Source: an optimization exercise on an open RTL-to-GDS flow (aim: small area, a short achievable clock period and few clock cycles). Production flows keep margins and buffers that such runs may drop.
RTL that was checked went through simulation tests only; none was proved equivalent to the original.
No functional check of the RTL was part of run 1.
Power is estimated from default activity; no workload was simulated.

--- flow/config.mk ---
export PLATFORM = sky130hd
export DESIGN_NAME = hexcrc
export DESIGN_NICKNAME = hexcrc
export VERILOG_FILES = /design/flow/design.v
export SDC_FILE = /design/flow/constraint.sdc
export NUM_CORES = 4
export LEC_CHECK = 0
export CAP_MARGIN = 20
export CORE_MARGIN = 2
export CORE_UTILIZATION = 65
export CTS_BUF_LIST = sky130_fd_sc_hd__clkbuf_4 sky130_fd_sc_hd__clkbuf_8
export PLACE_DENSITY = 0.75
export SETUP_SLACK_MARGIN = 4.2
export SLEW_MARGIN = 20
--- flow/constraint.sdc ---
create_clock -name core_clock -period 7.0 [get_ports {clk}]
set_input_delay 1.4000 -clock core_clock [delete_from_list [all_inputs] [get_ports {clk}]]
set_output_delay 1.4000 -clock core_clock [all_outputs]
set_load 0.01 [all_outputs]
--- flow/design.v ---
module hexcrc (
    input  wire        clk,
    input  wire        rst,           
    input  wire        start,         
    input  wire [31:0] start_addr,
    input  wire [31:0] end_addr,
    output reg         busy,
    input  wire        in_valid,
    input  wire [7:0]  in_data,
    input  wire        in_end,        
    output wire        in_ready,
    output reg         done,          
    output wire [1:0]  status,        
    output wire [3:0]  err_code,      
    output wire [15:0] crc            
);
    localparam LK = 5;             
    localparam [3:0] E_TOO_SHORT  = 4'd1,
                     E_BAD_START  = 4'd2,
                     E_BAD_DIGIT  = 4'd3,
                     E_LENGTH     = 4'd4,
                     E_CHECKSUM   = 4'd5,
                     E_UNKNOWN    = 4'd6,
                     E_BAD_ELA    = 4'd7,
                     E_AFTER_EOF  = 4'd8;
    localparam [1:0] L_LEAD    = 2'd0,   
                     L_RECORD  = 2'd1,   
                     L_COMMENT = 2'd2,   
                     L_OTHER   = 2'd3;   
    localparam [2:0] F_CNT  = 3'd0, F_AH = 3'd1, F_AL = 3'd2, F_TYPE = 3'd3,
                     F_DATA = 3'd4, F_CK = 3'd5, F_DONE = 3'd6, F_OVER = 3'd7;
    function [15:0] crc_step;
        input [7:0]  b;
        input [15:0] s;
        integer i;
        reg [15:0] t;
        begin
            t = s ^ {b, 8'h00};
            for (i = 0; i < 8; i = i + 1)
                t = t[15] ? ({t[14:0], 1'b0} ^ 16'h1021) : {t[14:0], 1'b0};
            crc_step = t;
        end
    endfunction
    reg        p_idle;
    reg        p_init;          
    reg        p_run;           
    reg        p_gap;           
    reg        p_t0;            
    reg        p_t1;            
    reg        p_ts;            
    reg        p_tail;          
    reg        rdy;
    reg        dv;              
    reg [31:0] win_start, win_end;
    reg [15:0] acc;             
    reg [31:0] cursor;          
    reg        cursor_set;
    reg [15:0] xaddr;           
    reg [32:0] addr;            
    reg        eof_seen;
    reg        stopped;         
    reg        refused;         
    reg        failed;
    reg [3:0]  fail_code;
    reg        tail_skip;       
    reg        lt_start_q, ge_end_q, lt_cur_q, gt_cur_q;
    reg        d_end, d_le, d_nc, d_hex, d_colon, d_hash;    
    reg [3:0]  d_val;
    reg [1:0]  lkind;
    reg [3:0]  cnt11;           
    reg        ge11;            
    reg        ws_seen;         
    reg        bad_digit;
    reg        par;             
    reg [3:0]  hi_nib;
    reg [7:0]  sum;
    reg [2:0]  field;
    reg [7:0]  nb;              
    reg        n_is2;
    reg        t_data, t_eof, t_ela, t_bad;
    reg        first_db;        
    reg        blw;             
    reg        gapped;          
    reg        c_lo_q;          
    reg        big_q;           
    reg        lonz_q;          
    reg        big_pre_q;       
    reg        lonz_pre_q;      
    reg        stop_pend;       
    reg        refuse_pend;     
    assign in_ready = rdy;
    assign status   = {refused, failed};
    assign err_code = fail_code;
    assign crc      = acc;
    wire       consume  = dv && p_run;
    wire       line_end = d_le;
    wire [7:0] cur_byte = {hi_nib, d_val};
    wire       drain    = failed || stopped || refused;
    wire       nib      = (lkind == L_RECORD) && d_nc;
    wire       db       = nib && (field == F_DATA) && t_data && !drain;
    wire       gap_go   = consume && db && !par && first_db && cursor_set &&
                          !lt_start_q && !ge_end_q && gt_cur_q;
    wire       emit     = db && par;
    wire [32:0] addr_inc = addr + 33'd1;
    wire [17:0] d_lo     = {1'b0, addr[16:0]} + {1'b0, ~cursor[16:0]};
    wire [16:0] d_hi     = {1'b0, addr[32:17]} + {2'b11, ~cursor[31:17]} + {16'd0, c_lo_q};
    wire [33:0] d_cur1   = {d_hi, d_lo[16:0]};
    wire [31-LK:0] f_hi = cursor[31:LK];
    wire [LK-1:0]  f_lo = cursor[LK-1:0];
    wire           f_hi_nz = big_q;
    wire           f_lo_nz = lonz_q;
    wire           filling = p_gap || p_tail;
    wire           f_end   = !f_hi_nz && !f_lo_nz;
    wire           finish  = p_tail && (tail_skip || f_end);
    wire [15:0] step1 = crc_step(filling ? 8'hFF : cur_byte, acc);
    wire [15:0] ffk;
    assign ffk[0] = acc[0] ^ acc[1] ^ acc[6] ^ acc[7] ^ acc[10] ^ acc[12] ^ acc[13] ^ acc[14];
    assign ffk[1] = acc[1] ^ acc[2] ^ acc[7] ^ acc[8] ^ acc[11] ^ acc[13] ^ acc[14] ^ acc[15];
    assign ffk[2] = ~(acc[2] ^ acc[3] ^ acc[8] ^ acc[9] ^ acc[12] ^ acc[14] ^ acc[15]);
    assign ffk[3] = acc[0] ^ acc[3] ^ acc[4] ^ acc[9] ^ acc[10] ^ acc[13] ^ acc[15];
    assign ffk[4] = ~(acc[1] ^ acc[4] ^ acc[5] ^ acc[10] ^ acc[11] ^ acc[14]);
    assign ffk[5] = ~(acc[0] ^ acc[1] ^ acc[2] ^ acc[5] ^ acc[7] ^ acc[10] ^ acc[11] ^ acc[13] ^ acc[14] ^ acc[15]);
    assign ffk[6] = acc[1] ^ acc[2] ^ acc[3] ^ acc[6] ^ acc[8] ^ acc[11] ^ acc[12] ^ acc[14] ^ acc[15];
    assign ffk[7] = ~(acc[2] ^ acc[3] ^ acc[4] ^ acc[7] ^ acc[9] ^ acc[12] ^ acc[13] ^ acc[15]);
    assign ffk[8] = acc[3] ^ acc[4] ^ acc[5] ^ acc[8] ^ acc[10] ^ acc[13] ^ acc[14];
    assign ffk[9] = acc[0] ^ acc[4] ^ acc[5] ^ acc[6] ^ acc[9] ^ acc[11] ^ acc[14] ^ acc[15];
    assign ffk[10] = ~(acc[0] ^ acc[1] ^ acc[5] ^ acc[6] ^ acc[7] ^ acc[10] ^ acc[12] ^ acc[15]);
    assign ffk[11] = acc[0] ^ acc[1] ^ acc[2] ^ acc[6] ^ acc[7] ^ acc[8] ^ acc[11] ^ acc[13];
    assign ffk[12] = acc[2] ^ acc[3] ^ acc[6] ^ acc[8] ^ acc[9] ^ acc[10] ^ acc[13];
    assign ffk[13] = acc[3] ^ acc[4] ^ acc[7] ^ acc[9] ^ acc[10] ^ acc[11] ^ acc[14];
    assign ffk[14] = acc[4] ^ acc[5] ^ acc[8] ^ acc[10] ^ acc[11] ^ acc[12] ^ acc[15];
    assign ffk[15] = ~(acc[0] ^ acc[5] ^ acc[6] ^ acc[9] ^ acc[11] ^ acc[12] ^ acc[13]);
    reg        line_err;
    reg [3:0]  line_code;
    always @* begin
        line_err  = 1'b0;
        line_code = 4'd0;
        case (lkind)
            L_OTHER: begin
                line_err  = 1'b1;
                line_code = ge11 ? E_BAD_START : E_TOO_SHORT;
            end
            L_RECORD: begin
                line_err = 1'b1;
                if (!ge11)                     line_code = E_TOO_SHORT;
                else if (bad_digit)            line_code = E_BAD_DIGIT;
                else if (field != F_DONE)      line_code = E_LENGTH;
                else if (sum != 8'h00)         line_code = E_CHECKSUM;
                else if (t_data && eof_seen)   line_code = E_AFTER_EOF;
                else if (t_ela && !n_is2)      line_code = E_BAD_ELA;
                else if (t_bad)                line_code = E_UNKNOWN;
                else                           line_err = 1'b0;
            end
            default: ;
        endcase
    end
    always @(posedge clk) begin
        if (rst) begin
            p_idle <= 1'b1;
            p_init <= 1'b0;
            p_run  <= 1'b0;
            p_gap  <= 1'b0;
            p_t0   <= 1'b0;
            p_t1   <= 1'b0;
            p_ts   <= 1'b0;
            p_tail <= 1'b0;
            busy  <= 1'b0;
            done  <= 1'b0;
            rdy   <= 1'b0;
            dv    <= 1'b0;
        end else begin
            done <= 1'b0;
            if (rdy)
                dv <= in_valid;
            else if (consume)
                dv <= 1'b0;
            if (rdy && in_valid && in_end)
                rdy <= 1'b0;
            if (p_idle && start) begin
                p_idle <= 1'b0;
                p_init <= 1'b1;
                busy   <= 1'b1;
                rdy    <= 1'b1;
            end
            if (p_init) begin
                p_init <= 1'b0;
                p_run  <= 1'b1;
            end
            if (consume && d_end) begin
                p_run <= 1'b0;
                p_t0  <= 1'b1;
            end else if (gap_go) begin
                p_run <= 1'b0;
                p_gap <= 1'b1;
                rdy   <= 1'b0;
            end
            if (p_gap && f_end) begin
                p_gap <= 1'b0;
                p_run <= 1'b1;
                rdy   <= !(dv && d_end);
            end
            if (p_t0) begin
                p_t0   <= 1'b0;
                p_t1   <= 1'b1;
            end
            if (p_t1) begin
                p_t1   <= 1'b0;
                p_ts   <= 1'b1;
            end
            if (p_ts) begin
                p_ts   <= 1'b0;
                p_tail <= 1'b1;
            end
            if (finish) begin
                p_tail <= 1'b0;
                p_idle <= 1'b1;
                busy   <= 1'b0;
                done   <= 1'b1;
            end
        end
    end
    always @(posedge clk) begin
        if (!dv || p_run) begin
            d_end   <= in_end;
            d_le    <= in_end || (in_data == 8'h0A);
            d_nc    <= !in_end && !((in_data == 8'h20) || (in_data == 8'h09) ||
                                    (in_data >= 8'h0A && in_data <= 8'h0D));
            d_hex   <= (in_data >= "0" && in_data <= "9") ||
                       (in_data >= "A" && in_data <= "F") ||
                       (in_data >= "a" && in_data <= "f");
            d_val   <= in_data[6] ? (in_data[3:0] + 4'd9) : in_data[3:0];
            d_colon <= (in_data == ":");
            d_hash  <= (in_data == "#");
        end
        lt_start_q <= addr < {1'b0, win_start};
        ge_end_q   <= !(addr < {1'b0, win_end});
        lt_cur_q   <= d_cur1[33] && !(&d_cur1);
        c_lo_q     <= d_lo[17];
        big_pre_q  <= |d_cur1[31:LK];
        lonz_pre_q <= |d_cur1[LK-1:0];
        gt_cur_q   <= !d_cur1[33];
    end
    always @(posedge clk) begin
        if (p_idle) begin
            win_start <= start_addr;
            win_end   <= end_addr;
            cursor    <= start_addr;
        end
        if (p_init) begin
                acc         <= 16'hFFFF;
                cursor_set  <= 1'b0;
                xaddr       <= 16'd0;
                eof_seen    <= 1'b0;
                stopped     <= 1'b0;
                refused     <= 1'b0;
                failed      <= 1'b0;
                fail_code   <= 4'd0;
                lkind       <= L_LEAD;
                cnt11       <= 4'd0;
                ge11        <= 1'b0;
                ws_seen     <= 1'b0;
                bad_digit   <= 1'b0;
                par         <= 1'b0;
                sum         <= 8'h00;
                field       <= F_CNT;
                stop_pend   <= 1'b0;
                refuse_pend <= 1'b0;
        end
        if (consume) begin
                if (line_end) begin
                    if (!drain) begin
                        if (line_err) begin
                            failed    <= 1'b1;
                            fail_code <= line_code;
                        end else if (lkind == L_RECORD) begin
                            if (t_eof) eof_seen <= 1'b1;
                            if (t_data) begin
                                stopped <= stop_pend;
                                refused <= refuse_pend;
                            end
                        end
                    end
                    lkind       <= L_LEAD;
                    cnt11       <= 4'd0;
                    ge11        <= 1'b0;
                    ws_seen     <= 1'b0;
                    bad_digit   <= 1'b0;
                    par         <= 1'b0;
                    sum         <= 8'h00;
                    field       <= F_CNT;
                    stop_pend   <= 1'b0;
                    refuse_pend <= 1'b0;
                    if (d_end)
                        addr <= {1'b0, win_end};     
                end else if (!d_nc) begin
                    if (lkind != L_LEAD) begin
                        ws_seen <= 1'b1;
                        if (cnt11 != 4'd15) cnt11 <= cnt11 + 4'd1;
                    end
                end else begin
                    if (lkind == L_LEAD) begin
                        lkind <= d_colon ? L_RECORD : d_hash ? L_COMMENT : L_OTHER;
                        cnt11 <= 4'd1;
                    end else begin
                        if (cnt11 != 4'd15) cnt11 <= cnt11 + 4'd1;
                        if (cnt11 >= 4'd10) ge11 <= 1'b1;
                    end
                    if (nib) begin
                        if (ws_seen || !d_hex) bad_digit <= 1'b1;
                        par <= !par;
                        if (field == F_DONE || field == F_OVER) begin
                            field <= F_OVER;
                        end else if (!par) begin
                            hi_nib <= d_val;
                        end else begin
                            sum <= sum + cur_byte;
                            case (field)
                                F_CNT: begin
                                    nb    <= cur_byte;
                                    n_is2 <= (cur_byte == 8'd2);
                                    field <= F_AH;
                                end
                                F_AH: begin
                                    addr[15:8] <= cur_byte;
                                    field      <= F_AL;
                                end
                                F_AL: begin
                                    addr  <= {1'b0, xaddr, addr[15:8], cur_byte};
                                    field <= F_TYPE;
                                end
                                F_TYPE: begin
                                    t_data   <= (cur_byte == 8'h00);
                                    t_eof    <= (cur_byte == 8'h01);
                                    t_ela    <= (cur_byte == 8'h04);
                                    t_bad    <= (cur_byte > 8'h05);
                                    first_db <= 1'b1;
                                    blw      <= 1'b0;
                                    field    <= (nb == 8'd0) ? F_CK : F_DATA;
                                end
                                F_DATA: begin
                                    nb       <= nb - 8'd1;
                                    first_db <= 1'b0;
                                    if (nb == 8'd1) field <= F_CK;
                                    if (t_ela && !drain) begin
                                        if (nb[0]) xaddr[7:0]  <= cur_byte;
                                        else       xaddr[15:8] <= cur_byte;
                                    end
                                end
                                default: field <= F_DONE;    
                            endcase
                        end
                    end
                    if (gap_go) begin
                        cursor <= d_cur1[31:0];
                        big_q  <= big_pre_q;
                        lonz_q <= lonz_pre_q;
                        gapped <= 1'b1;
                    end
                    if (emit) begin
                        gapped <= 1'b0;
                        blw    <= lt_start_q;
                        if (lt_start_q) begin
                            addr <= addr_inc;
                        end else if (ge_end_q) begin
                            stop_pend <= 1'b1;
                        end else if (cursor_set && !gapped && (first_db ? lt_cur_q : blw)) begin
                            refuse_pend <= 1'b1;
                        end else begin
                            acc        <= step1;
                            cursor     <= addr_inc[31:0];
                            cursor_set <= 1'b1;
                            addr       <= addr_inc;
                        end
                    end
                end
            end
        if (p_t1)
            cursor <= d_cur1[31:0];
        if (p_ts) begin
            tail_skip <= failed || refused || !gt_cur_q;
            big_q     <= big_pre_q;
            lonz_q    <= lonz_pre_q;
        end
        if (p_gap || (p_tail && !tail_skip)) begin
                begin
                    if (f_hi_nz) begin
                        acc           <= ffk;
                        cursor[31:LK] <= f_hi - 1'b1;
                        big_q         <= |f_hi[31-LK:1];
                    end else begin
                        acc <= step1;
                        if (f_lo_nz) begin
                            cursor[LK-1:0] <= f_lo - 1'b1;
                            lonz_q         <= |f_lo[LK-1:1];
                        end
                    end
                end
        end
    end
endmodule
--- flow/flow/run.sh ---
#!/bin/bash
# Standard layout (the standard.sh: standard synthesis, floorplan, place,
# CTS, route, finish), except that the port buffers are buf_1 cells instead of
# the delay cells buffer_ports picks by default.  Every port still gets its
# own buffer.  make's full output goes to standard.log in the work folder;
# ORFS keeps each step's log under orfs/logs/.
set -euo pipefail
export BUFFER_PORTS_ARGS="-buffer_cell sky130_fd_sc_hd__buf_1"
bash standard.sh > standard.log 2>&1
--- flow/standard.sh ---
#!/bin/bash
# synth_recipe.tcl (not shown) runs the flow's synth.tcl, then flattens the netlist and writes it again
# the make line also repeats each setting of config.mk as NAME=value (left out here)
make -C /OpenROAD-flow-scripts/flow DESIGN_CONFIG=/design/flow/config.mk WORK_HOME=/design/flow/orfs CLKGATE_MAP_FILE= SYNTH_SCRIPT=/design/flow/synth_recipe.tcl "${@:-finish}"
==> parameters.txt, run 1 <==
Parameter                              Value

Synth
  Synthesized cell area ... 0.01649 sq mm
  Post-synthesis register bit count ... 245
  Leading register cell type out of synthesis ... edfxtp_1
  Number of flops mapped to enable cells by yosys ... 128
  Most common library cells after synthesis ... nand2_1, o21ai_0, nor2_1
  Yosys Warn Count ... 1
  Most area-consuming cells after synthesis ... edfxtp_1, dfxtp_1, ha_1, xnor2_1, o21ai_0
  Yosys top cell by area ... edfxtp_1
  Sequential cell area fraction in the yosys report ... 0.3752
  Number of distinct library cell variants in the gate-level netlist after synthesis ... 84
  Post-synthesis cell count ... 1,874
  Nets in the synthesized netlist ... 2,066
  Post-synth top area share ... 0.2331
  Proportion of synthesized flip-flops having asynchronous set or reset ... 0
  Most numerous cell in the Yosys netlist ... nand2_1
  Post-Synthesis Mean Instance Area ... 8.798 sq um

Timing
  Final period demand of the worst path ... 3.267 ns
  Setup violations, final ... 0
  Highest clock rate ... 306.1 MHz
  Fraction of the cycle the final worst path needs ... 0.4667
  Setup skew after layout ... 0.03402 ns
  Worst-case headroom to the max-slew limit ... 0.2106
  Setup_tns ... 0 ns
  Max Transition Viols Final ... 0
  Number of hold violations in the final report ... 0
  Setup repair after global routing missed its margin ... true
  Pin slew with the least headroom to its limit ... 1.184 ns

GRT
  Number of global-route vias before repair ... 14,373
  Global-route wire length before repair ... 79.76 mm
  Final global-route overflow total ... 0
  Total global-route track usage ... 0.3891
  Initial antenna violation count ... 1
  Maximum number of pins on one net before global-route repair ... 84

Die
  Core Footprint ... 0.02504 sq mm
  Die W ... 163.3 um
  Number of placed I/O pins ... 102
  Total Die Area ... 0.02666 sq mm
  Starting utilization of the core area ... 0.6585
  DIE HEIGHT ... 163.3 um
  Row Count ... 58

Power and ir drop
  Power share of the sequential group ... 0.443
  Proportion of total power due to net switching ... 0.2908
  Clock network fraction of design power ... 0.376
  Pwr per Cell Area ... 192.8 mW/mm^2
  Internal cell power ... 2.666 mW
  Leakage power total ... 7.792 nW
  Total Power Consumption ... 3.760 mW
  Switching Power ... 1.093 mW
  Peak ir drop on the vdd network ... 0.0002423 V
  Power share of the combinational group ... 0.181

Route
  Detailed router's first-iteration violation count ... 2,242
  Wire length reported by the detailed router ... 54.19 mm
  Number of optimization iterations in the first detailed-route pass ... 6
  Via count normalized by instance count ... 6.528
  Post-detailed-route DRC marker count ... 0
  Antenna Violating Nets Remaining ... 0
  Average wire per standard cell ... 22.63 um
  Total via count after detailed routing ... 15,628

Clock tree
  Clock Pin Slew Worst Setup and Hold Paths ... 0.06 ns
  Clk Latency, worst-skew pair ... 0.57 ns
  Depth of the CTS H-tree ... 2
  Clk buf depth ... 3
  Number of buffers created by CTS ... 43
  TritonCTS clock tree ... done
  CTS Root Cell ... clkbuf_8
  CTS Sinks ... 245

Setup path
  Critical path data arrival time ... 3.72 ns
  CP Data Required Time ... 7.45 ns
  Critical path startpoint category ... flip-flop
  Type of destination of the critical path ... flip-flop
  CP max FO ... 3
  Path type of the worst setup path ... reg -> reg
  Worst setup slack for register-to-register paths ... 3.73 ns

Place
  Detailed-placement wirelength estimate ... 35.68 mm
  Port Buf Inserts ... 101
  RePlAce Congestion ... 1.015

Status
  Status ... timing/DRC/antenna clean

Final layout
  Layout cell share with drive strength beyond 1 ... 0.1624
  Total of fill cells in the finished design ... 1,762
  Area Overhead vs Synth ... 18.26%
  Final Core Density ... 0.7788
  Post-layout net count ... 2,221

Flow run
  Number of maximum-capacitance violations ... 0

Hold path
  Type of the most critical hold path ... reg -> reg
[through the flow]
stage / setup slack (ns) / area [sq um] / hold slack (ns) / std cells
CTS: 3.836 / 18900 / 0.4167 / 2360
detailed placement: 3.628 / 17100 / 0.4018 / 2224
finish: 3.733 / 19500 / 0.4188 / 2394
global placement: 3.646 / 17100 / 0.3992 / 2224
global route: 3.653 / 19490 / 0.4540 / 2393
floorplan: 3.983 / 16520 / 0.3891 / 1874
[worst paths after layout]
check           from  endpoint  cells after the start
max          addr[0]  lt_cur_q                     12
min             p_t0      p_t0                      1
max reg2reg  addr[0]  lt_cur_q                     12
min reg2reg     p_t0      p_t0                      1
[power groups by stage]
stage / registers (mW) / clock network [mW] / logic [mW]
2_1_floorplan: 1.66 / 0 / 0.409
6_report: 1.67 / 1.41 / 0.680
3_3_place_gp: 1.69 / 0 / 0.532
5_1_grt: 1.67 / 1.48 / 0.730
3_5_place_dp: 1.70 / 0 / 0.542
4_1_cts: 1.66 / 1.42 / 0.615
[cells by family (layout without fill, tap and decap cells)]
group / count (synthesis) / in the layout / synth area share
adders and majority gates: 115 / 115 / 0.08909
and+or+nand+nor: 568 / 568 / 0.1646
DFF: 245 / 245 / 0.3752
muxes: 52 / 52 / 0.03218
AOI/OAI and AO/OA: 486 / 487 / 0.1894
other: 0 / 1 / 0
buffers and inverters: 225 / 413 / 0.05229
xor gates and xnor gates: 183 / 183 / 0.09722
[flip-flops by register name (all words and copies together), names as in the netlist, 2 cells and up]
name and count:
addr 33, cursor 32, win_end 32, win_start 32
acc 16, xaddr 16, nb 8, sum 8
cnt11 4, d_val 4, fail_code 4, hi_nib 4
field 3, lkind 2
[layout by cell type, fill, tap and decap left out, types with 11 or more instances in the layout]
master and instances:
dfxtp_1 101, ha_1 93, inv_1 122, buf_1 101, a21oi_1 105, o221ai_1 38, nor4_1 17, dfxtp_2 15
nor2b_1 13, ha_4 16, o21ai_1 11, mux2i_1 44, and3_1 21, nand4_1 32, edfxtp_1 128, clkbuf_8 52
nand2_1 182, a211oi_1 14, buf_4 94, nand3_1 48, nor2_1 134, o21ai_0 133, clkbuf_4 16, nand2b_1 11
a22oi_1 23, xor2_1 43, o211ai_1 12, nor3_1 34, or3_1 11, a21o_1 24, buf_6 14, xnor2_1 125
[cell type report]
| cell class | count | area (sq um) | share of cell area |
|---|---|---|---|
| clock buffers | 68 | 835.8 | 0.04287 |
| diodes | 1 | 2.502 | 0.0001283 |
| repair buffers | 209 | 1242 | 0.06372 |
| multi-input cells | 1405 | 10240 | 0.5252 |
| flip-flops and latches | 245 | 6208 | 0.3184 |
| clock inverters | 11 | 86.33 | 0.004428 |
| inverters | 125 | 469.2 | 0.02406 |
| well taps | 330 | 412.9 | 0.02118 |
[metal layers]
metal  wire length [um]  GRT usage
met2              23450     0.5788
met3               7566     0.1094
met4               1923     0.1392
met1              21250     0.5424
met5                  0          0
[worst max-delay path, stage by stage (launching register included)]
cell	delay (ns)
edfxtp_1	0.46
ha_4	0.21
fa_2	0.39
a211oi_4	0.31
buf_6	0.15
o21ai_4	0.07
a31oi_4	0.26
buf_4	0.14
o21bai_1	0.06
xor2_1	0.35
or4b_4	0.53
nor4_4	0.15
nor2_1	0.06
[timing repair]
item	4_1_cts	5_1_grt
endpoints found under the setup margin	89	60
pin swaps	36	60
hold buffers	0	0
buffers inserted	57	32
cloned	0	1
resized for setup	88	77
==> run 2, diff against run 1 <==
--- a/flow/design.v
+++ b/flow/design.v
@@ -234,7 +234,7 @@
         end
         lt_start_q <= addr < {1'b0, win_start};
         ge_end_q   <= !(addr < {1'b0, win_end});
-        lt_cur_q   <= d_cur1[33] && !(&d_cur1);
+        lt_cur_q   <= d_cur1[33] && (addr != {1'b0, cursor});
         c_lo_q     <= d_lo[17];
         big_pre_q  <= |d_cur1[31:LK];
         lonz_pre_q <= |d_cur1[LK-1:0];
==> flow/config.mk (replaced) <==
export PLATFORM = sky130hd
export DESIGN_NAME = hexcrc
export DESIGN_NICKNAME = hexcrc
export VERILOG_FILES = /design/flow/design.v
export SDC_FILE = /design/flow/constraint.sdc
export NUM_CORES = 4
export LEC_CHECK = 0
export CAP_MARGIN = 20
export CORE_MARGIN = 2
export CORE_UTILIZATION = 57
export CTS_CLUSTER_DIAMETER = 60
export CTS_CLUSTER_SIZE = 28
export PLACE_DENSITY = 0.7
export SETUP_SLACK_MARGIN = 4.2
export SLEW_MARGIN = 20
==> parameters.txt, run 2 <==
Parameter                              Value

GRT
  Global routing met2 resource utilization ... 0.5107 (was 0.5788)
  Met3 capacity usage during global routing ... 0.06789 (was 0.1094)
  Maximum number of pins on one net before global-route repair ... 57 (was 84)
  Final global-route overflow total ... 0 (unchanged)
  Number of global-route vias before repair ... 14,216 (was 14,373)
  Initial antenna violation count ... 2 (was 1)
  Total global-route track usage ... 0.3378 (was 0.3891)
  GR peak layer ... met2 (unchanged)
  Global-route wire length before repair ... 80.50 mm (was 79.76 mm)
  Met1 Track Usage GR ... 0.4820 (was 0.5424)

Final layout
  Post-layout net count ... 2,216 (was 2,221)
  Most common cell after layout, fill and taps aside ... nand2_1 (unchanged)
  Flip-flop count of the largest register after layout ... 33 (unchanged)
  Most used cells in the layout excluding fill and tap cells ... nand2_1, nor2_1, xnor2_1 (was nand2_1, nor2_1, o21ai_0)
  Final Core Density ... 0.6596 (was 0.7788)
  Most flops, register ... addr (unchanged)
  Area Overhead vs Synth ... 13.62% (was 18.26%)
  Layout cell share with drive strength beyond 1 ... 0.09946 (was 0.1624)

Synth
  Yosys top cell by area ... edfxtp_1 (unchanged)
  Post-Synthesis Mean Instance Area ... 8.701 sq um (was 8.798 sq um)
  Synthesized cell area ... 0.01671 sq mm (was 0.01649 sq mm)
  Proportion of synthesized flip-flops having asynchronous set or reset ... 0 (unchanged)
  Yosys Warn Count ... 1 (unchanged)
  Number of distinct library cell variants in the gate-level netlist after synthesis ... 86 (was 84)
  Post-synthesis cell count ... 1,920 (was 1,874)
  Post-synthesis register bit count ... 245 (unchanged)
  Most numerous cell in the Yosys netlist ... nand2_1 (unchanged)
  Most common library cells after synthesis ... nand2_1, nor2_1, xnor2_1 (was nand2_1, o21ai_0, nor2_1)
  Nets in the synthesized netlist ... 2,113 (was 2,066)
  Leading register cell type out of synthesis ... edfxtp_1 (unchanged)
  Number of flops mapped to enable cells by yosys ... 128 (unchanged)
  Sequential cell area fraction in the yosys report ... 0.3703 (was 0.3752)
  Most area-consuming cells after synthesis ... edfxtp_1, dfxtp_1, ha_1, xnor2_1, nand2_1 (was edfxtp_1, dfxtp_1, ha_1, xnor2_1, o21ai_0)
  Post-synth top area share ... 0.2301 (was 0.2331)

Place
  Detailed-placement wirelength estimate ... 37.69 mm (was 35.68 mm)
  RePlAce Congestion ... 1.016 (was 1.015)
  Port Buf Inserts ... 101 (unchanged)

Die
  Number of placed I/O pins ... 102 (unchanged)
  Row Count ... 62 (was 58)
  DIE HEIGHT ... 175.2 um (was 163.3 um)
  Core Footprint ... 0.02878 sq mm (was 0.02504 sq mm)
  Die W ... 175.2 um (was 163.3 um)
  Starting utilization of the core area ... 0.5805 (was 0.6585)
  Total Die Area ... 0.03070 sq mm (was 0.02666 sq mm)

Setup path
  Crit-path max cell delay ... 0.67 ns (was 0.53 ns)
  Number of cells on the critical path ... 9 (was 12)
  CP max FO ... 8 (was 3)
  Buffers and inverters on the worst path ... 0 (was 2)
  Endpoint of the most critical setup path ... big_pre_q (was lt_cur_q)
  Cell Chain, Critical Path ... ha_1 -> a21oi_1 -> o21bai_1 -> a2111oi_0 -> o21ai_0 -> xnor2_1 -> nand4b_1 -> nor4_2 -> nand4bb_1 (was ha_4 -> fa_2 -> a211oi_4 -> buf_6 -> o21ai_4 -> a31oi_4 -> buf_4 -> o21bai_1 -> xor2_1 -> or4b_4 -> nor4_4 -> nor2_1)
  Critical path data arrival time ... 3.39 ns (was 3.72 ns)
  Critical path startpoint category ... flip-flop (unchanged)
  Path type of the worst setup path ... reg -> reg (unchanged)
  Worst setup slack for register-to-register paths ... 4.02 ns (was 3.73 ns)
  Critical Path Slowest Stage Cell ... edfxtp_1 (was or4b_4)
  Depth of the worst register-to-register path ... 9 (was 12)
  CP Data Required Time ... 7.41 ns (was 7.45 ns)
  Top Family by Delay on Critical Path ... compound AO/OA/AOI/OAI gates (was simple AND/OR/NAND/NOR gates)
  Origin of the critical flop-to-flop path ... addr[18] (was addr[0])
  Worst flop-to-flop path endpoint ... big_pre_q (was lt_cur_q)
  Type of destination of the critical path ... flip-flop (unchanged)
  Startpoint of the worst setup timing path ... addr[18] (was addr[0])

Flow run
  Number of maximum-capacitance violations ... 0 (unchanged)

Power and ir drop
  Peak ir drop on the vdd network ... 0.0002166 V (was 0.0002423 V)
  Pwr per Cell Area ... 196.1 mW/mm^2 (was 192.8 mW/mm^2)
  Leakage power total ... 7.622 nW (was 7.792 nW)

Route
  Detailed router's first-iteration violation count ... 1,809 (was 2,242)
  Wire length reported by the detailed router ... 53.42 mm (was 54.19 mm)
  Via count normalized by instance count ... 6.322 (was 6.528)
  Total via count after detailed routing ... 15,351 (was 15,628)
  Post-detailed-route DRC marker count ... 0 (unchanged)
  Antenna Violating Nets Remaining ... 0 (unchanged)
  Number of optimization iterations in the first detailed-route pass ... 6 (unchanged)
  Average wire per standard cell ... 22.00 um (was 22.63 um)

Timing
  Setup violations, final ... 0 (unchanged)
  Setup skew after layout ... 0.03936 ns (was 0.03402 ns)
  Setup_tns ... 0 ns (unchanged)
  Setup repair after global routing missed its margin ... true (unchanged)
  Fraction of the cycle the final worst path needs ... 0.4255 (was 0.4667)
  Final period demand of the worst path ... 2.978 ns (was 3.267 ns)
  Highest clock rate ... 335.8 MHz (was 306.1 MHz)
  Pin slew with the least headroom to its limit ... 0.8659 ns (was 1.184 ns)
  Max Transition Viols Final ... 0 (unchanged)
  Number of hold violations in the final report ... 0 (unchanged)
  Worst-case headroom to the max-slew limit ... 0.4228 (was 0.2106)

Clock tree
  TritonCTS clock tree ... done (unchanged)
  Number of buffers created by CTS ... 25 (was 43)
  CTS Sinks ... 245 (unchanged)
  CTS Root Cell ... clkbuf_16 (was clkbuf_8)
  Clk buf depth ... 3 (unchanged)
  Depth of the CTS H-tree ... 1 (was 2)
  Clk Latency, worst-skew pair ... 0.56 ns (was 0.57 ns)
  Clock Pin Slew Worst Setup and Hold Paths ... 0.08 ns (was 0.06 ns)

Status
  Status ... timing/DRC/antenna clean (unchanged)

Hold path
  Type of the most critical hold path ... reg -> reg (unchanged)
## run 2: cell count changes after synthesis, sizes merged, moves of 8 or more
cell    delta
a211oi     -8
o221ai    -25
xor2      -15
a21oi     +15
nor2      +20
o22ai     +14
a22oi     -18
o211ai    +10
o21ai      -8
a31oi     +13
xnor2     +14
## run 2: timing repair
item / in CTS / in global routing
hold buffers: 0 / 0
gates resized for setup: 30 / 34
pin swaps: 15 / 15
cloned: 1 / 1
setup endpoints to repair: 66 / 88
buffers inserted: 34 / 21
## run 2: through the flow
stage / setup WS [ns] / hold slack [ns] / cell area, sq um / std cells / total power, mW
global placement: 3.691 / 0.4030 / 17310 / 2322 / 2.218
finish: 4.022 / 0.4249 / 18980 / 2428 / 3.722
floorplan: 4.201 / 0.3891 / 16720 / 1920 / 2.055
CTS: 4.056 / 0.4189 / 18660 / 2402 / 3.712
detailed placement: 3.673 / 0.4090 / 17310 / 2322 / 2.226
global route: 3.922 / 0.4400 / 18970 / 2425 / 3.847
## run 2: power breakdown
| group | leakage [nW] | total (mW) | internal, mW | switching (mW) |
|---|---|---|---|---|
| sequential | 2.21 | 1.65 | 1.58 | 0.0641 |
| clock | 0.442 | 1.48 | 0.793 | 0.687 |
| combinational | 4.97 | 0.597 | 0.238 | 0.359 |
| total | 7.62 | 3.72 | 2.61 | 1.11 |
## run 2: routing by layer
layer / share of wire / wire (um) / vias to the layer above
li1: - / - / 7144
met1: 0.42 / 22650 / 7263
met2: 0.43 / 23210 / 802
met3: 0.10 / 5540 / 140
met4: 0.038 / 2006 / 2
met5: 0.00024 / 13 / -
## run 2: layout make-up
type	count	area [sq um]
timing repair inverter	1	5.005
timing repair buffer	180	1044
multi-input combinational	1445	9871
inverter	125	475.5
sequential	245	6200
tap	384	480.5
clock buffer	26	650.6
clock inverter	19	249.0
antenna	3	7.507
fill	2445	9798
## run 2: worst min-delay path by stage
stage               startpoint  cells past startpoint    to  slack, ns
floorplan                 p_t0                      1  p_t0       0.39
global placement          p_t0                      1  p_t0       0.40
detailed placement        p_t0                      1  p_t0       0.41
CTS                       p_t0                      1  p_t0       0.42
global route              p_t0                      1  p_t0       0.44
finish                    p_t0                      1  p_t0       0.42
## run 2: cells by family after synthesis
logic type                 Yosys count  synth area share
and+or+nand+nor                    606            0.1767
AOI/OAI and AO/OA                  494            0.1863
DFF                                245            0.3703
buffers and inverters              231           0.05490
xor gates and xnor gates           182           0.09542
adders and majority gates          116           0.08868
muxes                               46           0.02771
Testbench counts of run 2, summed over its fixed seeds: cycles 137,353.
==> run 3, diff against run 2 <==
--- a/flow/config.mk
+++ b/flow/config.mk
@@ -8,8 +8,6 @@
 export CAP_MARGIN = 20
 export CORE_MARGIN = 2
 export CORE_UTILIZATION = 57
-export CTS_CLUSTER_DIAMETER = 60
-export CTS_CLUSTER_SIZE = 28
 export PLACE_DENSITY = 0.7
 export SETUP_SLACK_MARGIN = 4.2
 export SLEW_MARGIN = 20
==> parameters.txt, run 3 <==
Parameter                              Value

Status
  Status ... timing/DRC/antenna clean (unchanged)

Synth
  Mux share of post-synthesis cell area ... 0.02771 (unchanged)
  Area fraction in and, or, nand and nor cells after synthesis ... 0.1767 (unchanged)
  Post-synthesis cell count ... 1,920 (unchanged)
  Xor and xnor area share after synthesis ... 0.09542 (unchanged)
  Number of distinct library cell variants in the gate-level netlist after synthesis ... 86 (unchanged)
  Yosys Warn Count ... 1 (unchanged)
  Compound-cell area share of the yosys netlist ... 0.1863 (unchanged)
  Main combinational cell family by area after synthesis ... compound AO/OA/AOI/OAI gates (unchanged)
  Post-Synthesis Mean Instance Area ... 8.701 sq um (unchanged)
  Most numerous cell in the Yosys netlist ... nand2_1 (unchanged)
  Yosys top cell by area ... edfxtp_1 (unchanged)
  Sequential cell area fraction in the yosys report ... 0.3703 (unchanged)
  Most area-consuming cells after synthesis ... edfxtp_1, dfxtp_1, ha_1, xnor2_1, nand2_1 (unchanged)
  Proportion of synthesized flip-flops having asynchronous set or reset ... 0 (unchanged)
  Synthesized cell area ... 0.01671 sq mm (unchanged)
  Fraction of the mapped netlist area in adder cells ... 0.08868 (unchanged)
  Post-synth top area share ... 0.2301 (unchanged)
  Most common library cells after synthesis ... nand2_1, nor2_1, xnor2_1 (unchanged)
  Nets in the synthesized netlist ... 2,113 (unchanged)
  Number of flops mapped to enable cells by yosys ... 128 (unchanged)
  Leading register cell type out of synthesis ... edfxtp_1 (unchanged)
  Post-synthesis register bit count ... 245 (unchanged)

Timing
  Setup_tns ... 0 ns (unchanged)
  Setup violations, final ... 0 (unchanged)
  Setup repair after global routing missed its margin ... true (unchanged)
  Setup skew after layout ... 0.01939 ns (was 0.03936 ns)
  Fraction of the cycle the final worst path needs ... 0.4244 (was 0.4255)
  Worst hold margin ... 0.4283 ns (was 0.4249 ns)
  Highest clock rate ... 336.6 MHz (was 335.8 MHz)
  Max Transition Viols Final ... 0 (unchanged)
  Worst-case headroom to the max-slew limit ... 0.4402 (was 0.4228)
  Pin slew with the least headroom to its limit ... 0.8397 ns (was 0.8659 ns)
  Number of hold violations in the final report ... 0 (unchanged)
  Final period demand of the worst path ... 2.971 ns (was 2.978 ns)

Die
  Die W ... 175.2 um (unchanged)
  Core Footprint ... 0.02878 sq mm (unchanged)
  Row Count ... 62 (unchanged)
  Starting utilization of the core area ... 0.5805 (unchanged)
  Total Die Area ... 0.03070 sq mm (unchanged)
  DIE HEIGHT ... 175.2 um (unchanged)
  Number of placed I/O pins ... 102 (unchanged)

Clock tree
  Clock Pin Slew Worst Setup and Hold Paths ... 0.06 ns (was 0.08 ns)
  CTS Root Cell ... clkbuf_16 (unchanged)
  Clk Latency, worst-skew pair ... 0.57 ns (was 0.56 ns)
  Clk buf depth ... 3 (unchanged)
  Depth of the CTS H-tree ... 1 (unchanged)
  TritonCTS clock tree ... done (unchanged)
  Number of buffers created by CTS ... 28 (was 25)
  CTS Sinks ... 245 (unchanged)

Setup path
  Worst flop-to-flop path endpoint ... big_pre_q (unchanged)
  Depth of the worst register-to-register path ... 11 (was 9)
  Cell occurring most often along the worst timing path ... fa_2
  CP max FO ... 2 (was 8)
  Critical path startpoint category ... flip-flop (unchanged)
  Type of destination of the critical path ... flip-flop (unchanged)
  Cell Chain, Critical Path ... fa_2 -> inv_2 -> fa_2 -> nor2b_4 -> o22ai_1 -> xnor2_1 -> nor4b_2 -> nand4b_1 -> or4_1 -> nor4_2 -> nand4bb_1 (was ha_1 -> a21oi_1 -> o21bai_1 -> a2111oi_0 -> o21ai_0 -> xnor2_1 -> nand4b_1 -> nor4_2 -> nand4bb_1)
  Worst setup slack for register-to-register paths ... 4.03 ns (was 4.02 ns)
  CP Data Required Time ... 7.42 ns (was 7.41 ns)
  Origin of the critical flop-to-flop path ... addr[17] (was addr[18])
  Critical Path Slowest Stage Cell ... edfxtp_1 (unchanged)
  Path type of the worst setup path ... reg -> reg (unchanged)
  Crit-path max cell delay ... 0.50 ns (was 0.67 ns)
  Critical path data arrival time ... 3.39 ns (about the same)

Final layout
  Number of standard cells in the layout, taps in and fillers out ... 2,435 (was 2,428)
  Final design instance area without fill ... 0.01903 sq mm (was 0.01898 sq mm)
  Layout cell share with drive strength beyond 1 ... 0.1004 (was 0.09946)
  Final Core Density ... 0.6611 (was 0.6596)
  Total of fill cells in the finished design ... 2,449 (was 2,445)
  Area Overhead vs Synth ... 13.89% (was 13.62%)
  Final antenna diode count ... 0 (was 3)
  Most flops, register ... addr (unchanged)
  Flip-flop count of the largest register after layout ... 33 (unchanged)
  Most used cells in the layout excluding fill and tap cells ... nand2_1, nor2_1, xnor2_1 (unchanged)
  Post-layout net count ... 2,222 (was 2,216)
  Most common cell after layout, fill and taps aside ... nand2_1 (unchanged)

Place
  Total placed cells including tap cells ... 2,322 (unchanged)
  Port Buf Inserts ... 101 (unchanged)
  RePlAce Congestion ... 1.016 (unchanged)
  Area of placed instances ... 0.01731 sq mm (unchanged)
  Detailed-placement wirelength estimate ... 37.69 mm (unchanged)

Hold path
  Min-Delay Path Depth ... 1 (unchanged)
  Worst Hold Launch ... p_t0 (unchanged)
  Worst Hold Path EP ... p_t0 (unchanged)
  Type of the most critical hold path ... reg -> reg (unchanged)

Route
  Number of optimization iterations in the first detailed-route pass ... 6 (unchanged)
  Detailed router's first-iteration violation count ... 1,792 (was 1,809)
  Post-detailed-route DRC marker count ... 0 (unchanged)
  Antenna Violating Nets Remaining ... 0 (unchanged)
  Via count normalized by instance count ... 6.294 (was 6.322)
  Average wire per standard cell ... 21.92 um (was 22.00 um)
  Wire length reported by the detailed router ... 53.37 mm (was 53.42 mm)
  Total via count after detailed routing ... 15,326 (was 15,351)

GRT
  Total global-route track usage ... 0.3409 (was 0.3378)
  Final global-route overflow total ... 0 (unchanged)
  Maximum number of pins on one net before global-route repair ... 57 (unchanged)
  Initial antenna violation count ... 2 (unchanged)
  Number of global-route vias before repair ... 14,282 (was 14,216)
  Global-route wire length before repair ... 81.03 mm (was 80.50 mm)

Flow run
  Number of maximum-capacitance violations ... 0 (unchanged)

Power and ir drop
  Leakage power total ... 7.646 nW (was 7.622 nW)
  Pwr per Cell Area ... 195.4 mW/mm^2 (was 196.1 mW/mm^2)
  Peak ir drop on the vdd network ... 0.0002126 V (was 0.0002166 V)
run 3: cell counts after synthesis:
No cell type changed its count.
run 3: final cells by class:
class	instances	area, sq um	area share
multi-input combinational	1445	9881	0.5193
sequential	245	6198	0.3258
timing repair buffer	183	1065	0.05596
clock buffer	45	877.1	0.04610
tap	384	480.5	0.02525
inverter	125	475.5	0.02499
clock inverter	7	43.79	0.002302
timing repair inverter	1	5.005	0.0002631
run 3: worst max-delay path by stage:
stage | depth (start not counted) | slack [ns] | start | end
floorplan | 10 | 4.20 | addr[0] | big_pre_q
detailed placement | 10 | 3.67 | addr[0] | big_pre_q
global placement | 10 | 3.69 | addr[0] | big_pre_q
CTS | 9 | 4.09 | addr[18] | big_pre_q
finish | 11 | 4.03 | addr[17] | big_pre_q
global route | 10 | 3.89 | addr[0] | big_pre_q
run 3: per-layer routing:
metal | GRT usage | part of all wire
met1 | 0.4884 | 0.43
met2 | 0.5135 | 0.43
met3 | 0.06266 | 0.098
met4 | 0.1260 | 0.042
met5 | 0 | 0.00024
run 3: what timing repair did:
item                       CTS  global route
buffers inserted            33            25
gates resized for setup     33            34
setup endpoints to repair   66            68
pin swaps                   17            25
cloned                       1             1
hold buffers                 0             0
run 3: where the power goes:
group | switching (mW) | leakage (nW) | internal (mW)
registers | 0.0639 | 2.21 | 1.58
clock network | 0.610 | 0.455 | 0.854
logic | 0.360 | 4.98 | 0.245
total | 1.03 | 7.65 | 2.68
run 3: critical path: cells and delay by family (launching register included):
| kind | cells | cell delay [ns] |
|---|---|---|
| simple gates | 6 | 1.37 |
| fa+ha+maj | 2 | 0.66 |
| flops | 1 | 0.50 |
| xor+xnor | 1 | 0.16 |
| compound gates | 1 | 0.10 |
| buf+inv | 1 | 0.04 |
run 3: cell families after synthesis:
kind of cell	count (synthesis)
multiplexers	46
flip-flops	245
AO/OA/AOI/OAI	494
buffers and inverters	231
XOR/XNOR	182
AND/OR/NAND/NOR	606
adder cells (fa/ha/maj)	116
run 3: metrics by stage:
| stage | power (mW) | setup WS, ns |
|---|---|---|
| 4_1_cts | 3.699 | 4.089 |
| 6_report | 3.717 | 4.029 |
| 5_1_grt | 3.842 | 3.890 |
| 3_3_place_gp | 2.218 | 3.691 |
| 3_5_place_dp | 2.226 | 3.673 |
| 2_1_floorplan | 2.055 | 4.201 |
==> run 4, diff against run 3 <==
--- a/flow/design.v
+++ b/flow/design.v
@@ -84,6 +84,8 @@
     reg        c_lo_q;          
     reg        big_q;           
     reg        lonz_q;          
+    reg        eq_lo_q;         
+    reg        big_lo_q;        
     reg        big_pre_q;       
     reg        lonz_pre_q;      
     reg        stop_pend;       
@@ -234,9 +236,11 @@
         end
         lt_start_q <= addr < {1'b0, win_start};
         ge_end_q   <= !(addr < {1'b0, win_end});
-        lt_cur_q   <= d_cur1[33] && (addr != {1'b0, cursor});
+        eq_lo_q    <= &d_lo[16:0];
+        big_lo_q   <= |d_lo[16:LK];
+        lt_cur_q   <= d_cur1[33] && !(eq_lo_q && (&d_hi));
         c_lo_q     <= d_lo[17];
-        big_pre_q  <= |d_cur1[31:LK];
+        big_pre_q  <= big_lo_q || (|d_hi[14:0]);
         lonz_pre_q <= |d_cur1[LK-1:0];
         gt_cur_q   <= !d_cur1[33];
     end
--- a/flow/config.mk
+++ b/flow/config.mk
@@ -8,6 +8,8 @@
 export CAP_MARGIN = 20
 export CORE_MARGIN = 2
 export CORE_UTILIZATION = 57
+export CTS_CLUSTER_DIAMETER = 60
+export CTS_CLUSTER_SIZE = 28
 export PLACE_DENSITY = 0.7
 export SETUP_SLACK_MARGIN = 4.2
 export SLEW_MARGIN = 20
==> parameters.txt, run 4 <==
Parameter                              Value

Status
  Status ... timing/DRC/antenna clean (unchanged)

Timing
  Number of hold violations in the final report ... 0 (unchanged)
  Final period demand of the worst path ... 2.926 ns (was 2.971 ns)
  Worst-case headroom to the max-slew limit ... 0.3824 (was 0.4402)
  Pin slew with the least headroom to its limit ... 0.9187 ns (was 0.8397 ns)
  Max Transition Viols Final ... 0 (unchanged)
  Highest clock rate ... 341.8 MHz (was 336.6 MHz)
  Setup skew after layout ... 0.02033 ns (was 0.01939 ns)
  Fraction of the cycle the final worst path needs ... 0.4180 (was 0.4244)
  Setup_tns ... 0 ns (unchanged)
  Setup violations, final ... 0 (unchanged)
  Setup repair after global routing missed its margin ... true (unchanged)

Synth
  Post-synthesis cell count ... 1,904 (was 1,920)
  Sequential cell area fraction in the yosys report ... 0.3721 (was 0.3703)
  Nets in the synthesized netlist ... 2,096 (was 2,113)
  Area fraction in and, or, nand and nor cells after synthesis ... 0.1741 (was 0.1767)
  Proportion of synthesized flip-flops having asynchronous set or reset ... 0 (unchanged)
  Most area-consuming cells after synthesis ... edfxtp_1, dfxtp_1, ha_1, xnor2_1, nand2_1 (unchanged)
  Synthesized cell area ... 0.01673 sq mm (was 0.01671 sq mm)
  Leading register cell type out of synthesis ... edfxtp_1 (unchanged)
  Mux share of post-synthesis cell area ... 0.02520 (was 0.02771)
  Yosys top cell by area ... edfxtp_1 (unchanged)
  Most common library cells after synthesis ... nand2_1, inv_1, o21ai_0 (was nand2_1, nor2_1, xnor2_1)
  Number of flops mapped to enable cells by yosys ... 128 (unchanged)
  Number of distinct library cell variants in the gate-level netlist after synthesis ... 88 (was 86)
  Post-synth top area share ... 0.2298 (was 0.2301)
  Fraction of the mapped netlist area in adder cells ... 0.08780 (was 0.08868)
  Post-synthesis register bit count ... 247 (was 245)
  Yosys Warn Count ... 1 (unchanged)
  Post-Synthesis Mean Instance Area ... 8.787 sq um (was 8.701 sq um)
  Xor and xnor area share after synthesis ... 0.09453 (was 0.09542)
  Most numerous cell in the Yosys netlist ... nand2_1 (unchanged)
  Compound-cell area share of the yosys netlist ... 0.1897 (was 0.1863)
  Main combinational cell family by area after synthesis ... compound AO/OA/AOI/OAI gates (unchanged)

GRT
  Met1 Track Usage GR ... 0.4362 (was 0.4884)
  GR peak layer ... met2 (unchanged)
  Met3 capacity usage during global routing ... 0.05563 (was 0.06266)
  Total global-route track usage ... 0.3261 (was 0.3409)
  Final global-route overflow total ... 0 (unchanged)
  Global routing met2 resource utilization ... 0.5151 (was 0.5135)
  Maximum number of pins on one net before global-route repair ... 79 (was 57)
  Number of global-route vias before repair ... 14,088 (was 14,282)
  Global-route wire length before repair ... 77.79 mm (was 81.03 mm)
  Initial antenna violation count ... 1 (was 2)

Final layout
  Area Overhead vs Synth ... 13.58% (was 13.89%)
  Number of standard cells in the layout, taps in and fillers out ... 2,409 (was 2,435)
  Post-layout net count ... 2,199 (was 2,222)
  Most used cells in the layout excluding fill and tap cells ... nand2_1, edfxtp_1, inv_1 (was nand2_1, nor2_1, xnor2_1)
  Total of fill cells in the finished design ... 2,488 (was 2,449)
  Final Core Density ... 0.6602 (was 0.6611)
  Most common cell after layout, fill and taps aside ... nand2_1 (unchanged)
  Flip-flop count of the largest register after layout ... 33 (unchanged)
  Layout cell share with drive strength beyond 1 ... 0.1175 (was 0.1004)
  Most flops, register ... addr (unchanged)
  Final design instance area without fill ... 0.01900 sq mm (was 0.01903 sq mm)
  Final antenna diode count ... 0 (unchanged)

Setup path
  Top Family by Delay on Critical Path ... compound AO/OA/AOI/OAI gates (was simple AND/OR/NAND/NOR gates)
  CP Data Required Time ... 7.50 ns (was 7.42 ns)
  Origin of the critical flop-to-flop path ... addr[17] (unchanged)
  Worst flop-to-flop path endpoint ... lt_cur_q (was big_pre_q)
  Startpoint of the worst setup timing path ... addr[17] (unchanged)
  Cell Chain, Critical Path ... inv_2 -> fa_2 -> inv_2 -> fa_2 -> a211oi_4 -> o21ai_2 -> a41o_1 -> nor4_2 -> a21oi_2 -> a31o_4 -> a211o_1 -> inv_1 -> o31a_1 (was fa_2 -> inv_2 -> fa_2 -> nor2b_4 -> o22ai_1 -> xnor2_1 -> nor4b_2 -> nand4b_1 -> or4_1 -> nor4_2 -> nand4bb_1)
  CP max FO ... 3 (was 2)
  Critical path startpoint category ... flip-flop (unchanged)
  Type of destination of the critical path ... flip-flop (unchanged)
  Worst setup slack for register-to-register paths ... 4.07 ns (was 4.03 ns)
  Path type of the worst setup path ... reg -> reg (unchanged)
  Buffers and inverters on the worst path ... 3 (was 1)
  Critical Path Slowest Stage Cell ... edfxtp_1 (unchanged)
  Depth of the worst register-to-register path ... 13 (was 11)
  Critical path data arrival time ... 3.43 ns (was 3.39 ns)
  Crit-path max cell delay ... 0.42 ns (was 0.50 ns)

Clock tree
  Hold buffer count at cts ... 0 (unchanged)
  CTS Sinks ... 247 (was 245)
  Clk buf depth ... 3 (unchanged)
  Depth of the CTS H-tree ... 1 (unchanged)
  Clk Latency, worst-skew pair ... 0.56 ns (was 0.57 ns)
  CTS Root Cell ... clkbuf_16 (unchanged)
  TritonCTS clock tree ... done (unchanged)
  Clock Pin Slew Worst Setup and Hold Paths ... 0.08 ns (was 0.06 ns)
  Number of buffers created by CTS ... 24 (was 28)

Power and ir drop
  Leakage power total ... 7.545 nW (was 7.646 nW)
  Peak ir drop on the vdd network ... 0.0002017 V (was 0.0002126 V)
  Pwr per Cell Area ... 193.3 mW/mm^2 (was 195.4 mW/mm^2)
  Proportion of total power due to net switching ... 0.3027 (was 0.2782)
  Clock network fraction of design power ... 0.369 (was 0.394)
  Internal cell power ... 2.561 mW (was 2.683 mW)
  Power share of the sequential group ... 0.457 (was 0.443)
  Switching Power ... 1.112 mW (was 1.034 mW)
  Power share of the combinational group ... 0.174 (was 0.163)

Place
  Port Buf Inserts ... 101 (unchanged)
  RePlAce Congestion ... 0.9463 (was 1.016)
  Area of placed instances ... 0.01726 sq mm (was 0.01731 sq mm)
  Detailed-placement wirelength estimate ... 36.35 mm (was 37.69 mm)
  Total placed cells including tap cells ... 2,306 (was 2,322)

Die
  DIE HEIGHT ... 175.3 um (was 175.2 um)
  Total Die Area ... 0.03074 sq mm (was 0.03070 sq mm)
  Die W ... 175.3 um (was 175.2 um)
  Number of placed I/O pins ... 102 (unchanged)
  Row Count ... 62 (unchanged)
  Core Footprint ... 0.02878 sq mm (unchanged)
  Starting utilization of the core area ... 0.5813 (was 0.5805)

Route
  Detailed router's first-iteration violation count ... 1,374 (was 1,792)
  Antenna Violating Nets Remaining ... 0 (unchanged)
  Total via count after detailed routing ... 15,025 (was 15,326)
  Via count normalized by instance count ... 6.237 (was 6.294)
  Wire length reported by the detailed router ... 51.55 mm (was 53.37 mm)
  Post-detailed-route DRC marker count ... 0 (unchanged)
  Number of optimization iterations in the first detailed-route pass ... 6 (unchanged)
  Average wire per standard cell ... 21.40 um (was 21.92 um)

Hold path
  Min-Delay Path Depth ... 1 (unchanged)
  Worst Hold Launch ... p_t0 (unchanged)
  Type of the most critical hold path ... reg -> reg (unchanged)
  Worst Hold Path EP ... p_t0 (unchanged)

Flow run
  Number of maximum-capacitance violations ... 0 (unchanged)
-- run 4: changes by cell type after synthesis, sizes merged, moves of 11 or more --
cell    previous run  this run
xor2              38        52
clkbuf            88        65
buf               18        32
nor2             165       124
xnor2            144       126
nand2            183       227
o21ai            147       136
mux2i             44        32
-- run 4: how the worst max path moves through the flow --
| stage | endpoint | slack, ns | cells after the start |
|---|---|---|---|
| finish | lt_cur_q | 4.07 | 13 |
| global route | lt_cur_q | 3.91 | 13 |
| CTS | lt_cur_q | 4.08 | 12 |
| detailed placement | cursor[18] | 3.54 | 8 |
| global placement | cursor[18] | 3.71 | 8 |
| floorplan | lt_cur_q | 4.22 | 13 |
-- run 4: power groups by stage --
stage | clock network, mW | registers, mW | logic [mW]
2_1_floorplan | 0 | 1.68 | 0.419
3_3_place_gp | 0 | 1.72 | 0.532
3_5_place_dp | 0 | 1.72 | 0.542
4_1_cts | 1.37 | 1.69 | 0.564
5_1_grt | 1.42 | 1.68 | 0.701
6_report | 1.36 | 1.68 | 0.640
-- run 4: layout make-up --
cell class	count	area [sq um]	share of cell area
Clock buffer	29	650.6	0.03424
Clock inverter	15	151.4	0.007967
Inverter	132	495.5	0.02607
Multi-Input combinational cell	1430	10030	0.5277
Sequential cell	247	6252	0.3290
Tap cell	384	480.5	0.02528
Timing Repair Buffer	172	944.7	0.04971
-- run 4: through the flow --
step	setup WS [ns]	hold slack, ns	power (mW)
global placement	3.713	0.4064	2.249
detailed placement	3.540	0.4103	2.259
CTS	4.077	0.4250	3.621
floorplan	4.224	0.3891	2.094
finish	4.074	0.4257	3.673
global route	3.908	0.4618	3.809
-- run 4: cells by family (layout without fill, tap and decap cells) --
kind of cell    after synthesis  after routing
flops                       247            247
fa+ha+maj                   115            115
xor+xnor                    179            179
buf+inv                     229            348
compound gates              497            497
mux                          41             41
simple gates                596            598
-- run 4: worst register-to-register path: cells and delay by family, from the launching register on --
kind | cells | cell delay [ns]
flops | 1 | 0.42
fa+ha+maj | 2 | 0.63
simple gates | 1 | 0.20
compound gates | 7 | 1.42
buf+inv | 3 | 0.20
-- run 4: layer usage --
metal,share of wire,vias up
met2,0.45,661
li1,-,7091
met3,0.086,129
met4,0.052,0
met5,0,-
met1,0.42,7144
-- run 4: repair_timing --
action                     CTS  global route
gates cloned                 2             0
setup buffers               18            39
resized for setup           43            66
pin swaps                   18            22
setup endpoints to repair   83            56
Testbench counts of run 4, summed over its fixed seeds: cycles 137,353.

what the ideal ports hide:
No port has a modelled driver above. Below, the same layouts with a new extraction and two added sets of constraints.
Step 1, drivers: a clkbuf_16 drives clk and a buf_2 each remaining input, both assumed.
Step 2 times the ports against the registers' clock, not the clock port: input delays grow and output delays shrink by t, the midpoint of the rising clock arrivals with the driver on.
a / b / c = ideal / step 1 / step 2; a / b = the first two.
run | t, ns | setup WS [ns] | hold WS [ns] | worst slew at a driven data input, ns
run 1 | 0.600 | 3.733 / 3.733 / 3.733 | 0.419 / 0.419 / 0.419 | 0.04
run 2 | 0.595 | 4.022 / 4.022 / 4.022 | 0.425 / 0.425 / 0.425 | 0.04
run 3 | 0.611 | 4.029 / 4.029 / 4.029 | 0.428 / 0.428 / 0.428 | 0.04
run 4 | 0.599 | 4.074 / 4.074 / 4.064 | 0.426 / 0.426 / 0.426 | 0.04
After both steps every run listed still meets setup and hold. For run 4, which loses most, drivers alone change the setup slack by 0.000 ns; drivers and shift together by -0.010 ns.
